Background: an optimization exercise with open tools, aiming at small area. Do not read the settings as production practice. Only simulation tests tie the RTL to the original design; equivalence was not proved. No activity file was given, so power comes from the tool's default toggle rates.

==> fjord: inputs <==
// permutation_table_rom
module permutation_table_rom (
    input  wire        clk,
    input  wire        rst,
    input  wire        host_we,
    input  wire [1:0]  host_addr,
    input  wire [15:0] host_wdata,
    output wire [1:0]  state,
    output wire [1:0]  ecode,
    output wire [63:0] result,
    output wire [15:0] arg_rd,
    output wire [15:0] cmd_rd,
    output wire        mem_req,
    output wire [15:0] mem_addr,
    input  wire        mem_gnt,
    input  wire [7:0]  mem_rdata
);
==> flow/config.mk <==
export PLATFORM = sky130hd
export DESIGN_NAME = permutation_table_rom
export DESIGN_NICKNAME = permutation_table_rom
export VERILOG_FILES = /design/flow/design.v
export SDC_FILE = /design/flow/constraint.sdc
export NUM_CORES = 4
export LEC_CHECK = 0
export CAP_MARGIN = 20
export CORE_MARGIN = 2
export CORE_UTILIZATION = 40
export PLACE_DENSITY = 0.6
export SLEW_MARGIN = 20
==> flow/constraint.sdc <==
create_clock -name core_clock -period 110.0 [get_ports {clk}]
set_input_delay 22.0000 -clock core_clock [delete_from_list [all_inputs] [get_ports {clk}]]
set_output_delay 22.0000 -clock core_clock [all_outputs]
set_load 0.01 [all_outputs]
standard.sh (not shown) runs the stock make flow with config.mk's settings and CLKGATE_MAP_FILE= SYNTH_SCRIPT=/design/flow/synth_recipe.tcl, a recipe that flattens the netlist after the stock synthesis.
==> flow/flow/run.sh <==
#!/bin/bash
set -euo pipefail
export BUFFER_PORTS_ARGS="-buffer_cell sky130_fd_sc_hd__buf_1"
export CTS_ARGS="-sink_clustering_enable -repair_clock_nets -dont_use_dummy_load -buf_list sky130_fd_sc_hd__clkbuf_4"
export GPL_KEEP_OVERFLOW=0
bash standard.sh > standard_flow.log 2>&1
==> cedar (differences from fjord) <==
--- a/flow/design.v
+++ b/flow/design.v
@@ -14,20 +14,18 @@
     input  wire        mem_gnt,
     input  wire [7:0]  mem_rdata
 );
     localparam [1:0] S_IDLE = 2'd0, S_BUSY = 2'd1, S_DONE = 2'd2, S_ERROR = 2'd3;
     localparam [1:0] A_CK = 2'd0, A_JK = 2'd1, A_FN = 2'd2, A_TL = 2'd3;
-    localparam [5:0] P_RD  = 6'd0,  P_M1A = 6'd1,  P_G1  = 6'd2,  P_M1B = 6'd3,
-                     P_MOD1= 6'd4,  P_U1  = 6'd5,  P_M2A = 6'd6,  P_G2  = 6'd7,
-                     P_M2B = 6'd8,  P_MOD2= 6'd9,  P_U2  = 6'd10, P_H2  = 6'd11,
-                     P_JM  = 6'd13, P_J3  = 6'd14,
-                     P_JF  = 6'd15, P_JF9 = 6'd16, P_JFX = 6'd18,
-                     P_JFG = 6'd19, P_JFM = 6'd20, P_JFE = 6'd21,
-                     P_F1  = 6'd22, P_F2  = 6'd23, P_F3  = 6'd24, P_FL  = 6'd25,
-                     P_FH  = 6'd26, P_TL  = 6'd27, P_FIN = 6'd28, P_JFR = 6'd29,
-                     P_J4  = 6'd12, P_JX0 = 6'd17, P_JS  = 6'd30, P_SW1 = 6'd31,
-                     P_SW2 = 6'd32, P_SW3 = 6'd33;
+    localparam [4:0] P_RD  = 5'd0,  P_M1A = 5'd1,  P_G1  = 5'd2,  P_M1B = 5'd3,
+                     P_MOD1= 5'd4,  P_U1  = 5'd5,  P_M2A = 5'd6,  P_G2  = 5'd7,
+                     P_M2B = 5'd8,  P_MOD2= 5'd9,  P_U2  = 5'd10, P_H2  = 5'd11,
+                     P_JM  = 5'd13, P_J3  = 5'd14,
+                     P_JF  = 5'd15, P_JF9 = 5'd16, P_JFX = 5'd18,
+                     P_JFG = 5'd19, P_JFM = 5'd20, P_JFE = 5'd21,
+                     P_F1  = 5'd22, P_F2  = 5'd23, P_F3  = 5'd24, P_FL  = 5'd25,
+                     P_FH  = 5'd26, P_TL  = 5'd27, P_FIN = 5'd28, P_JFR = 5'd29;
     function [33:0] radd;
         input [32:0] x, z;
         input        ci;
         integer j;
         reg c;
@@ -63,11 +61,11 @@
     reg [15:0] arg_q, cmd_q;
     reg [31:0] X, Y, G;
     reg [32:0] A;
     reg [7:0]  B;
     reg [15:0] idx;
-    reg [5:0]  ph;
+    reg [4:0]  ph;
     reg [3:0]  k;
     reg        pass, fc;
     reg [1:0]  asv;
     assign state  = st;
     assign ecode  = (st == S_ERROR) ? (ebusy ? 2'd2 : 2'd1) : 2'd0;
@@ -87,12 +85,11 @@
     wire w_tlkup = (w[7:5] == 3'd0) && (w[1:0] == 2'd3) && (w[3:2] == 2'd0) && !w[4];
     wire [7:0]  b = B;
     wire [15:0] u = idx ^ {8'd0, b};
     wire        m1  = (ph == P_M1B);
     wire        sub = (ph == P_M2A);
-    wire        m1a = (ph == P_M1A);
-    wire [33:0] sm = radd({16'd0, m1 ? {idx, 1'b0} : m1a ? {1'b0, idx} : {1'b0, u}},
+    wire [33:0] sm = radd({16'd0, m1 ? {idx, 1'b0} : {1'b0, u}},
                           {{25{sub}}, b ^ {8{sub}}}, sub);
     reg  [19:0] mv;
     always @(*) begin
         case (ph)
             P_M1A:   mv = {12'd0, b};
@@ -115,23 +112,22 @@
     wire [7:0]  bf  = fnb ? b : 8'd0;
     wire [31:0] klo = {bf[0], 12'd0, bf, 11'd0};
     wire [31:0] khi = {3'd0, bf, 14'd0, bf[7:1]};
     wire [31:0] llo = {1'b0, bf, 15'd0, bf};
     wire [31:0] lhi = {13'd0, bf, 11'd0};
-    wire [31:0] jkw = {16'd0, arg_q ^ {8'd0, mem_rdata & {8{rd}}}};
     reg  [31:0] opa, mc;
     reg         mc_hi;
     always @(*) begin
         opa = {A[29:0], 2'b00}; mc = G; mc_hi = 1'b0;
         case (ph)
             P_H2:  begin opa = X; mc = Y; end
-            P_RD:  begin opa = X; mc = jkw; end   
-            P_G1, P_G2, P_JFE, P_J3, P_JX0: begin opa = A[31:0]; mc = 32'd0; end    
-            P_JF, P_JFG, P_JS: begin opa = X; mc = 32'd0; end                      
+            P_RD:  begin opa = A[31:0]; mc = {16'd0, arg_q ^ {8'd0, mem_rdata}}; end   
+            P_G1, P_G2, P_JF, P_JFG: begin opa = A[31:0]; mc = 32'd0; end         
+            P_JFE: begin opa = A[31:0]; mc = 32'd0; end
             P_JFR: begin opa = 32'd0; mc = 32'h1234abcd; end
-            P_JFX: begin opa = {11'd0, X[31:11]}; mc = jkw; end
-            P_J4:  begin opa = {6'd0, X[31:6]}; mc = 32'd0; end
+            P_JFX: begin opa = {11'd0, A[31:11]}; mc = {16'd0, arg_q}; end
+            P_J3:  begin opa = {6'd0, A[31:6]}; mc = 32'd0; end
             P_F1:  begin opa = A[31:0]; mc = klo; end
             P_F2:  begin opa = G; mc = khi; end
             P_FL:  begin mc = Y; end
             P_MOD1, P_MOD2: begin opa = {14'd0, A[32:15]}; mc = 32'd104851; end
             P_FH:  begin opa = {G[29:0], asv}; mc = X; mc_hi = 1'b1; end
@@ -143,11 +139,11 @@
     wire        cin = (ph == P_F2 || ph == P_FH) ? fc : d_neg;
     wire [33:0] sum = radd({1'b0, opa}, {1'b0, opb}, cin);
     wire [31:0] S   = sum[31:0];
     wire        co  = sum[32];
     wire [31:0] h1  = X ^ Y;
-    wire [7:0]  bi  = sm[7:0];    
+    wire [7:0]  bi  = radd({25'd0, b}, {25'd0, idx[7:0]}, 1'b0);
     wire        mix2 = (ph == P_M2A) || (ph == P_U2);
     reg  [7:0]  ta_g, ta_c;
     reg  [3:0]  lane;
     always @(*) begin
         ta_g = 8'd0; ta_c = 8'd0; lane = 4'd0;
@@ -198,16 +194,17 @@
     reg [1:0] rxs;   
     reg [1:0] ys;    
     reg [1:0] rys;   
     reg [1:0] qs;    
     reg [2:0] as;    
+    reg       akeep;
     reg [1:0] gs;    
     reg       sgn;
     always @(*) begin
         xs = 2'd0; rxs = 2'd0;
         ys = 2'd0; rys = 2'd0; qs = 2'd2;
-        as = 3'd0; gs = 2'd0;
+        as = 3'd0; akeep = 1'b0; gs = 2'd0;
         sgn = h1[31];
         if (xlane) begin xs = 2'd1; rxs = 2'd1; qs = 2'd1; end
         if (ylane) begin ys = 2'd1; rys = 2'd1; qs = 2'd1; end
         case (ph)
             P_RD: if (go) begin
@@ -220,17 +217,17 @@
             end
             P_M1A, P_M1B, P_M2A, P_M2B, P_JM, P_JF9, P_JFM: as = 3'd1;
             P_G1, P_G2, P_JF, P_JFG: begin gs = 2'd1; as = 3'd3; end
             P_MOD1, P_MOD2: as = 3'd2;
             P_H2: begin gs = 2'd1; as = 3'd3; ys = 2'd1; rys = 2'd2; end
-            P_J3, P_JX0: begin xs = 2'd1; rxs = 2'd0; end
-            P_J4, P_JFX, P_JFR: begin xs = 2'd1; rxs = 2'd1; end
-            P_JS, P_SW1, P_SW3: begin ys = 2'd1; rys = 2'd0; if (ph != P_JS) qs = 2'd0; end
-            P_SW2: begin xs = 2'd1; rxs = 2'd0; qs = 2'd0; end
+            P_J3, P_JFX, P_JFR: begin as = 3'd1; akeep = 1'b1; end
             P_JFE: begin
-                xs = 2'd1; rxs = 2'd0;
-                if (!pass) ys = 2'd2;
+                if (pass) begin ys = 2'd1; rys = 2'd0; end
+                else begin
+                    xs = 2'd1; rxs = 2'd0;
+                    ys = 2'd2;
+                end
             end
             P_F1: begin ys = 2'd1; rys = 2'd0; end
             P_F2: begin xs = 2'd1; rxs = 2'd0; end
             P_F3: begin gs = 2'd3; as = 3'd4; end
             P_FL: as = 3'd1;
@@ -279,14 +276,14 @@
     wire a_h = !(a_s || a_m || a_c || a_f);
     wire [32:0] ainit_c = (busy ? fnb : (w[1:0] == A_FN)) ? 33'h084222325 : 33'd0;
     wire [31:0] xn = ({32{x_x}} & (rx ^ Q)) | ({32{x_c}} & xi) | ({32{x_s}} & {32{sgn}}) | ({32{x_h}} & X);
     wire [31:0] yn = ({32{y_x}} & (ry ^ Q)) | ({32{y_c}} & yi) | ({32{y_f}} & {{16{f16[15]}}, f16}) | ({32{y_h}} & Y);
     wire [31:0] gn = ({32{g_q}} & Q) | ({32{g_f}} & {X[1:0], Y[31:2]}) | ({32{g_c}} & 32'hcbf29ce4) | ({32{g_h}} & G);
-    wire [32:0] an = ({33{a_s}} & {1'b0, S}) | ({33{a_m}} & amod) |
+    wire [32:0] an = ({33{a_s}} & ({1'b0, A[31:0] & {32{akeep}}} ^ {1'b0, S})) | ({33{a_m}} & amod) |
                      ({33{a_c}} & ainit_c) | ({33{a_f}} & {1'b0, Y[1:0], 30'd0}) | ({33{a_h}} & A);
     wire i_c = cmdw || (run && ph == P_JFR);
-    wire i_n = run && ((ph == P_U2) || (ph == P_J4) || (ph == P_FH && last_k));
+    wire i_n = run && ((ph == P_U2) || (ph == P_J3) || (ph == P_FH && last_k));
     wire [15:0] idxn = ({16{i_n}} & idx1) | ({16{!(i_c || i_n)}} & idx);
     always @(posedge clk) begin
         idx <= idxn;
         X <= xn;
         Y <= yn;
@@ -331,11 +328,11 @@
                                 P_M1A: ph <= P_G1;
                                 P_M1B: begin ph <= P_MOD1; k <= 4'd7; end
                                 P_M2A: ph <= P_G2;
                                 P_M2B: begin ph <= P_MOD2; k <= 4'd7; end
                                 P_JM:  ph <= P_J3;
-                                P_JF9: ph <= P_JX0;
+                                P_JF9: ph <= P_JFX;
                                 default: ph <= P_JFE;
                             endcase
                         end
                     end
                     P_G1: begin k <= 4'd9; ph <= P_M1B; end
@@ -347,23 +344,17 @@
                     P_U1: ph <= P_H2;
                     P_H2: begin k <= 4'd8; ph <= P_M2A; end
                     P_U2: ph <= P_RD;
                     P_TL: ph <= P_FIN;
                     P_JFR: begin pass <= 1'b1; ph <= P_RD; end
-                    P_J3: ph <= P_J4;
-                    P_J4: ph <= P_RD;
-                    P_JX0: ph <= P_JFX;
-                    P_JS: ph <= P_JFR;
-                    P_SW1: ph <= P_SW2;
-                    P_SW2: ph <= P_SW3;
-                    P_SW3: st <= S_DONE;
+                    P_J3: ph <= P_RD;
                     P_JF: begin k <= 4'd2; ph <= P_JF9; end
                     P_JFX: ph <= P_JFG;
                     P_JFG: begin k <= 4'd8; ph <= P_JFM; end
                     P_JFE: begin
-                        if (pass) ph <= P_SW1;
-                        else if (wsel == 2'd3 && arg_q != 16'd0) ph <= P_JS; else if (wsel == 2'd3) st <= S_DONE;
+                        if (pass) st <= S_DONE;
+                        else if (wsel == 2'd3 && arg_q != 16'd0) ph <= P_JFR; else if (wsel == 2'd3) st <= S_DONE;
                         else ph <= P_FIN;
                     end
                     P_F1: ph <= P_F2;
                     P_F2: ph <= pass ? P_FIN : P_F3;
                     P_F3: begin k <= 4'd4; ph <= P_FL; end
==> flow/flow/run.sh (replaced) <==
#!/bin/bash
set -euo pipefail
export BUFFER_PORTS_ARGS="-buffer_cell sky130_fd_sc_hd__buf_1"
export CTS_ARGS="-sink_clustering_enable -repair_clock_nets -dont_use_dummy_load -buf_list sky130_fd_sc_hd__clkbuf_4"
bash standard.sh > standard_flow.log 2>&1
- CORE_UTILIZATION: 40 -> 35
- PLACE_DENSITY: 0.6 -> 0.5
==> nickel (differences from fjord) <==
--- a/flow/design.v
+++ b/flow/design.v
@@ -23,11 +23,11 @@
                      P_JF  = 6'd15, P_JF9 = 6'd16, P_JFX = 6'd18,
                      P_JFG = 6'd19, P_JFM = 6'd20, P_JFE = 6'd21,
                      P_F1  = 6'd22, P_F2  = 6'd23, P_F3  = 6'd24, P_FL  = 6'd25,
                      P_FH  = 6'd26, P_TL  = 6'd27, P_FIN = 6'd28, P_JFR = 6'd29,
                      P_J4  = 6'd12, P_JX0 = 6'd17, P_JS  = 6'd30, P_SW1 = 6'd31,
-                     P_SW2 = 6'd32, P_SW3 = 6'd33;
+                     P_SW2 = 6'd32, P_SW3 = 6'd33, P_FN2 = 6'd34, P_FN3 = 6'd35;
     function [33:0] radd;
         input [32:0] x, z;
         input        ci;
         integer j;
         reg c;
@@ -115,21 +115,21 @@
     wire [7:0]  bf  = fnb ? b : 8'd0;
     wire [31:0] klo = {bf[0], 12'd0, bf, 11'd0};
     wire [31:0] khi = {3'd0, bf, 14'd0, bf[7:1]};
     wire [31:0] llo = {1'b0, bf, 15'd0, bf};
     wire [31:0] lhi = {13'd0, bf, 11'd0};
-    wire [31:0] jkw = {16'd0, arg_q ^ {8'd0, mem_rdata & {8{rd}}}};
+    wire [31:0] jkw = (alg == A_JK) ? {16'd0, arg_q ^ {8'd0, mem_rdata & {8{rd}}}} : 32'd0;
     reg  [31:0] opa, mc;
     reg         mc_hi;
     always @(*) begin
         opa = {A[29:0], 2'b00}; mc = G; mc_hi = 1'b0;
         case (ph)
             P_H2:  begin opa = X; mc = Y; end
             P_RD:  begin opa = X; mc = jkw; end   
             P_G1, P_G2, P_JFE, P_J3, P_JX0: begin opa = A[31:0]; mc = 32'd0; end    
-            P_JF, P_JFG, P_JS: begin opa = X; mc = 32'd0; end                      
-            P_JFR: begin opa = 32'd0; mc = 32'h1234abcd; end
+            P_JF, P_JFG, P_JS, P_SW1, P_SW2, P_SW3, P_FIN: begin opa = X; mc = 32'd0; end   
+            P_JFR: begin opa = 32'd0; mc = 32'd0; end
             P_JFX: begin opa = {11'd0, X[31:11]}; mc = jkw; end
             P_J4:  begin opa = {6'd0, X[31:6]}; mc = 32'd0; end
             P_F1:  begin opa = A[31:0]; mc = klo; end
             P_F2:  begin opa = G; mc = khi; end
             P_FL:  begin mc = Y; end
@@ -142,11 +142,10 @@
     wire [31:0] opb = (({32{d_one}} & mc) | ({32{d_two}} & mc2)) ^ {32{d_neg}};
     wire        cin = (ph == P_F2 || ph == P_FH) ? fc : d_neg;
     wire [33:0] sum = radd({1'b0, opa}, {1'b0, opb}, cin);
     wire [31:0] S   = sum[31:0];
     wire        co  = sum[32];
-    wire [31:0] h1  = X ^ Y;
     wire [7:0]  bi  = sm[7:0];    
     wire        mix2 = (ph == P_M2A) || (ph == P_U2);
     reg  [7:0]  ta_g, ta_c;
     reg  [3:0]  lane;
     always @(*) begin
@@ -174,11 +173,11 @@
     wire ylane = mix2 || (ph == P_TL);
     wire xlane = !ylane && (lane != 4'd0);
     wire [16:0] r1   = S[31] ? A[31:15] : S[16:0];
     wire [16:0] r2   = red({r1, A[14]});
     wire [32:0] amod = {r2, A[13:0], 2'b00};
-    wire [15:0] f16 = h1[31:16] ^ h1[15:0];
+    wire [15:0] f16 = Y[31:16] ^ Y[15:0];
     reg [31:0] xi, yi;
     always @(*) begin
         xi = 32'd0; yi = 32'd0;
         if (busy) ;
         else if (w[4]) begin
@@ -204,11 +203,11 @@
     reg       sgn;
     always @(*) begin
         xs = 2'd0; rxs = 2'd0;
         ys = 2'd0; rys = 2'd0; qs = 2'd2;
         as = 3'd0; gs = 2'd0;
-        sgn = h1[31];
+        sgn = Y[31];
         if (xlane) begin xs = 2'd1; rxs = 2'd1; qs = 2'd1; end
         if (ylane) begin ys = 2'd1; rys = 2'd1; qs = 2'd1; end
         case (ph)
             P_RD: if (go) begin
                 case (alg)
@@ -233,17 +232,13 @@
             P_F1: begin ys = 2'd1; rys = 2'd0; end
             P_F2: begin xs = 2'd1; rxs = 2'd0; end
             P_F3: begin gs = 2'd3; as = 3'd4; end
             P_FL: as = 3'd1;
             P_FH: gs = 2'd1;
-            P_FIN: begin
-                case (wsel)
-                    2'd1:    begin xs = 2'd3; ys = 2'd3; sgn = f16[15]; end
-                    2'd3:    ;
-                    default: begin xs = 2'd3; ys = 2'd1; rys = 2'd0; qs = 2'd0; end
-                endcase
-            end
+            P_FIN: if (wsel != 2'd3) begin ys = 2'd1; rys = 2'd0; qs = 2'd0; end    
+            P_FN2: ys = 2'd3;                                                        
+            P_FN3: xs = 2'd3;                                                        
             default: ;
         endcase
     end
     reg [31:0] rx, ry, q0;
     always @(*) begin
@@ -256,16 +251,16 @@
             2'd0: ry = 32'd0;
             2'd1: ry = Y;
             default: ry = {Y[22:0], Y[31:23]};
         endcase
         case (qs)
-            2'd0: q0 = h1;
             2'd1: q0 = tl;
             default: q0 = S;
         endcase
     end
-    wire [31:0] Q = q0 ^ ((ph == P_F1) ? llo : (ph == P_F2) ? lhi : 32'd0);
+    wire [31:0] Q = q0 ^ ((ph == P_F1) ? llo : (ph == P_F2) ? lhi : (qs == 2'd0) ? Y :
+                          (ph == P_JFR) ? 32'h1234abcd : 32'd0);
     wire [32:0] ainit = (fnb && !busy) ? 33'h084222325 : 33'd0;
     wire cmdw  = !busy && (st != S_ERROR) && host_we && (host_addr == 2'd1) && (w_hash || w_tlkup);
     wire abort = busy && host_we && !host_addr[1];
     wire run   = busy && !abort;
     wire x_x = run && (xs == 2'd1), x_c = (run && (xs == 2'd2)) || cmdw, x_s = run && (xs == 2'd3);
@@ -371,10 +366,15 @@
                     P_FH: begin
                         k <= k - 4'd1;
                         if (last_k) ph <= P_RD;
                         else ph <= P_FL;
                     end
+                    P_FIN: begin
+                        if (wsel == 2'd3) st <= S_DONE;
+                        else ph <= (wsel == 2'd1) ? P_FN2 : P_FN3;
+                    end
+                    P_FN2: ph <= P_FN3;
                     default: st <= S_DONE;    
                 endcase
             end
         end else if (st != S_ERROR && host_we) begin
             if (host_addr == 2'd0) begin
==> flow/flow/run.sh (replaced) <==
#!/bin/bash
set -euo pipefail
export BUFFER_PORTS_ARGS="-buffer_cell sky130_fd_sc_hd__buf_1"
export CTS_ARGS="-sink_clustering_enable -repair_clock_nets -dont_use_dummy_load -buf_list sky130_fd_sc_hd__clkbuf_4"
bash standard.sh > standard_flow.log 2>&1
- CORE_UTILIZATION: 40 -> 35
- PLACE_DENSITY: 0.6 -> 0.5
==> indigo (differences from fjord) <==
--- a/flow/design.v
+++ b/flow/design.v
@@ -23,11 +23,11 @@
                      P_JF  = 6'd15, P_JF9 = 6'd16, P_JFX = 6'd18,
                      P_JFG = 6'd19, P_JFM = 6'd20, P_JFE = 6'd21,
                      P_F1  = 6'd22, P_F2  = 6'd23, P_F3  = 6'd24, P_FL  = 6'd25,
                      P_FH  = 6'd26, P_TL  = 6'd27, P_FIN = 6'd28, P_JFR = 6'd29,
                      P_J4  = 6'd12, P_JX0 = 6'd17, P_JS  = 6'd30, P_SW1 = 6'd31,
-                     P_SW2 = 6'd32, P_SW3 = 6'd33;
+                     P_SW2 = 6'd32, P_SW3 = 6'd33, P_FN2 = 6'd34, P_FN3 = 6'd35;
     function [33:0] radd;
         input [32:0] x, z;
         input        ci;
         integer j;
         reg c;
@@ -115,21 +115,21 @@
     wire [7:0]  bf  = fnb ? b : 8'd0;
     wire [31:0] klo = {bf[0], 12'd0, bf, 11'd0};
     wire [31:0] khi = {3'd0, bf, 14'd0, bf[7:1]};
     wire [31:0] llo = {1'b0, bf, 15'd0, bf};
     wire [31:0] lhi = {13'd0, bf, 11'd0};
-    wire [31:0] jkw = {16'd0, arg_q ^ {8'd0, mem_rdata & {8{rd}}}};
+    wire [31:0] jkw = (alg == A_JK) ? {16'd0, arg_q ^ {8'd0, mem_rdata & {8{rd}}}} : 32'd0;
     reg  [31:0] opa, mc;
     reg         mc_hi;
     always @(*) begin
         opa = {A[29:0], 2'b00}; mc = G; mc_hi = 1'b0;
         case (ph)
             P_H2:  begin opa = X; mc = Y; end
             P_RD:  begin opa = X; mc = jkw; end   
             P_G1, P_G2, P_JFE, P_J3, P_JX0: begin opa = A[31:0]; mc = 32'd0; end    
-            P_JF, P_JFG, P_JS: begin opa = X; mc = 32'd0; end                      
-            P_JFR: begin opa = 32'd0; mc = 32'h1234abcd; end
+            P_JF, P_JFG, P_JS, P_SW1, P_SW2, P_SW3, P_FIN: begin opa = X; mc = 32'd0; end   
+            P_JFR: begin opa = 32'd0; mc = 32'd0; end
             P_JFX: begin opa = {11'd0, X[31:11]}; mc = jkw; end
             P_J4:  begin opa = {6'd0, X[31:6]}; mc = 32'd0; end
             P_F1:  begin opa = A[31:0]; mc = klo; end
             P_F2:  begin opa = G; mc = khi; end
             P_FL:  begin mc = Y; end
@@ -142,11 +142,10 @@
     wire [31:0] opb = (({32{d_one}} & mc) | ({32{d_two}} & mc2)) ^ {32{d_neg}};
     wire        cin = (ph == P_F2 || ph == P_FH) ? fc : d_neg;
     wire [33:0] sum = radd({1'b0, opa}, {1'b0, opb}, cin);
     wire [31:0] S   = sum[31:0];
     wire        co  = sum[32];
-    wire [31:0] h1  = X ^ Y;
     wire [7:0]  bi  = sm[7:0];    
     wire        mix2 = (ph == P_M2A) || (ph == P_U2);
     reg  [7:0]  ta_g, ta_c;
     reg  [3:0]  lane;
     always @(*) begin
@@ -174,11 +173,11 @@
     wire ylane = mix2 || (ph == P_TL);
     wire xlane = !ylane && (lane != 4'd0);
     wire [16:0] r1   = S[31] ? A[31:15] : S[16:0];
     wire [16:0] r2   = red({r1, A[14]});
     wire [32:0] amod = {r2, A[13:0], 2'b00};
-    wire [15:0] f16 = h1[31:16] ^ h1[15:0];
+    wire [15:0] f16 = Y[31:16] ^ Y[15:0];
     reg [31:0] xi, yi;
     always @(*) begin
         xi = 32'd0; yi = 32'd0;
         if (busy) ;
         else if (w[4]) begin
@@ -204,11 +203,11 @@
     reg       sgn;
     always @(*) begin
         xs = 2'd0; rxs = 2'd0;
         ys = 2'd0; rys = 2'd0; qs = 2'd2;
         as = 3'd0; gs = 2'd0;
-        sgn = h1[31];
+        sgn = Y[31];
         if (xlane) begin xs = 2'd1; rxs = 2'd1; qs = 2'd1; end
         if (ylane) begin ys = 2'd1; rys = 2'd1; qs = 2'd1; end
         case (ph)
             P_RD: if (go) begin
                 case (alg)
@@ -233,17 +232,13 @@
             P_F1: begin ys = 2'd1; rys = 2'd0; end
             P_F2: begin xs = 2'd1; rxs = 2'd0; end
             P_F3: begin gs = 2'd3; as = 3'd4; end
             P_FL: as = 3'd1;
             P_FH: gs = 2'd1;
-            P_FIN: begin
-                case (wsel)
-                    2'd1:    begin xs = 2'd3; ys = 2'd3; sgn = f16[15]; end
-                    2'd3:    ;
-                    default: begin xs = 2'd3; ys = 2'd1; rys = 2'd0; qs = 2'd0; end
-                endcase
-            end
+            P_FIN: if (wsel != 2'd3) begin ys = 2'd1; rys = 2'd0; qs = 2'd0; end    
+            P_FN2: ys = 2'd3;                                                        
+            P_FN3: xs = 2'd3;                                                        
             default: ;
         endcase
     end
     reg [31:0] rx, ry, q0;
     always @(*) begin
@@ -256,16 +251,16 @@
             2'd0: ry = 32'd0;
             2'd1: ry = Y;
             default: ry = {Y[22:0], Y[31:23]};
         endcase
         case (qs)
-            2'd0: q0 = h1;
             2'd1: q0 = tl;
             default: q0 = S;
         endcase
     end
-    wire [31:0] Q = q0 ^ ((ph == P_F1) ? llo : (ph == P_F2) ? lhi : 32'd0);
+    wire [31:0] Q = q0 ^ ((ph == P_F1) ? llo : (ph == P_F2) ? lhi : (qs == 2'd0) ? Y :
+                          (ph == P_JFR) ? 32'h1234abcd : 32'd0);
     wire [32:0] ainit = (fnb && !busy) ? 33'h084222325 : 33'd0;
     wire cmdw  = !busy && (st != S_ERROR) && host_we && (host_addr == 2'd1) && (w_hash || w_tlkup);
     wire abort = busy && host_we && !host_addr[1];
     wire run   = busy && !abort;
     wire x_x = run && (xs == 2'd1), x_c = (run && (xs == 2'd2)) || cmdw, x_s = run && (xs == 2'd3);
@@ -371,10 +366,15 @@
                     P_FH: begin
                         k <= k - 4'd1;
                         if (last_k) ph <= P_RD;
                         else ph <= P_FL;
                     end
+                    P_FIN: begin
+                        if (wsel == 2'd3) st <= S_DONE;
+                        else ph <= (wsel == 2'd1) ? P_FN2 : P_FN3;
+                    end
+                    P_FN2: ph <= P_FN3;
                     default: st <= S_DONE;    
                 endcase
             end
         end else if (st != S_ERROR && host_we) begin
             if (host_addr == 2'd0) begin
==> flow/flow/run.sh (replaced) <==
#!/bin/bash
set -euo pipefail
export BUFFER_PORTS_ARGS="-buffer_cell sky130_fd_sc_hd__buf_1"
export CTS_ARGS="-sink_clustering_enable -repair_clock_nets -dont_use_dummy_load -buf_list sky130_fd_sc_hd__clkbuf_4"
bash standard.sh > standard_flow.log 2>&1
==> run summary <==
- Total power: fjord < cedar < indigo < nickel.
- Between nickel and indigo, the lower core utilization is in nickel (gap 5.0 points).
- In fjord the sequential cell count is higher than in cedar, by 1.
- Area after synthesis is the same in indigo and nickel.
- The highest clock skew belongs to cedar, the lowest to nickel.
- Via count: cedar > fjord > indigo > nickel.
- Between nickel and cedar, the lower cell area is in nickel (gap about 3.2%, measured against cedar).
==> figures <==
Mean instance size in the synthesized netlist: fjord 8.08 µm²; nickel 8.16 µm²; indigo 8.16 µm²; cedar 7.80 µm²
Critical path capture point: fjord A[17]; nickel A[31]; indigo A[31]; cedar A[31]
Pin count of the biggest net entering global routing: fjord 66; nickel 61; indigo 61; cedar 68
Clock slew at reported path FFs: fjord 0.05 ns; nickel 0.06 ns; indigo 0.06 ns; cedar 0.07 ns
Rel. slew slack: fjord 0.115; nickel 0.200; indigo 0.217; cedar 0.222
Final critical-path share of the clock period: fjord 0.390; nickel 0.387; indigo 0.386; cedar 0.388
Status: fjord no timing/DRC/antenna violations; nickel no timing/DRC/antenna violations; indigo no timing/DRC/antenna violations; cedar no timing/DRC/antenna violations
Power density relative to cell area: fjord 10.5 nW/µm²; nickel 21.3 nW/µm²; indigo 21.2 nW/µm²; cedar 16.4 nW/µm²
Met1 track utilization from global routing: fjord 0.546; nickel 0.489; indigo 0.519; cedar 0.475
Worst slew pin tran: fjord 1.31 ns; nickel 1.19 ns; indigo 1.17 ns; cedar 1.16 ns
Data arrival, critical path: fjord 43.62 ns; nickel 43.30 ns; indigo 43.17 ns; cedar 43.34 ns
Final Net Count: fjord 2,493; nickel 2,504; indigo 2,499; cedar 2,679
Leak Pwr: fjord 7.56 nW; nickel 7.45 nW; indigo 7.42 nW; cedar 7.77 nW
Sequential cell area: fjord 4260 µm²; nickel 4260 µm²; indigo 4260 µm²; cedar 4230 µm²
CTS H-Tree Depth: fjord 3; nickel 2; indigo 2; cedar 2

## port drivers added, routing unchanged
Ports are ideal in the flow. The routed layouts listed here were re-timed in OpenROAD. Step 1, drivers: a clkbuf_16 drives clk and a buf_2 each remaining input, both assumed. Step 2 also shifts input and output timing later by t, the mid clock arrival at the registers, as if the neighbouring blocks saw the same clock. a / b / c = ideal / step 1 / step 2; a / b = the first two.
| run | t, ns | slack for setup (ns) | clock arrival spread, ns | worst register clock-pin slew, ns |
|---|---|---|---|---|
| fjord | 0.851 | 67.045 / 67.077 / 66.226 | 0.095 / 0.095 | 0.08 / 0.08 |
| cedar | 0.887 | 67.318 / 67.358 / 66.472 | 0.155 / 0.155 | 0.07 / 0.07 |
| nickel | 0.877 | 67.400 / 67.402 / 66.525 | 0.075 / 0.075 | 0.07 / 0.07 |
| indigo | 0.864 | 67.502 / 67.528 / 66.665 | 0.110 / 0.109 | 0.07 / 0.07 |
After both steps every run listed still meets setup and hold. For nickel, which loses most, drivers alone change the setup slack by +0.002 ns; drivers and shift together by -0.875 ns.
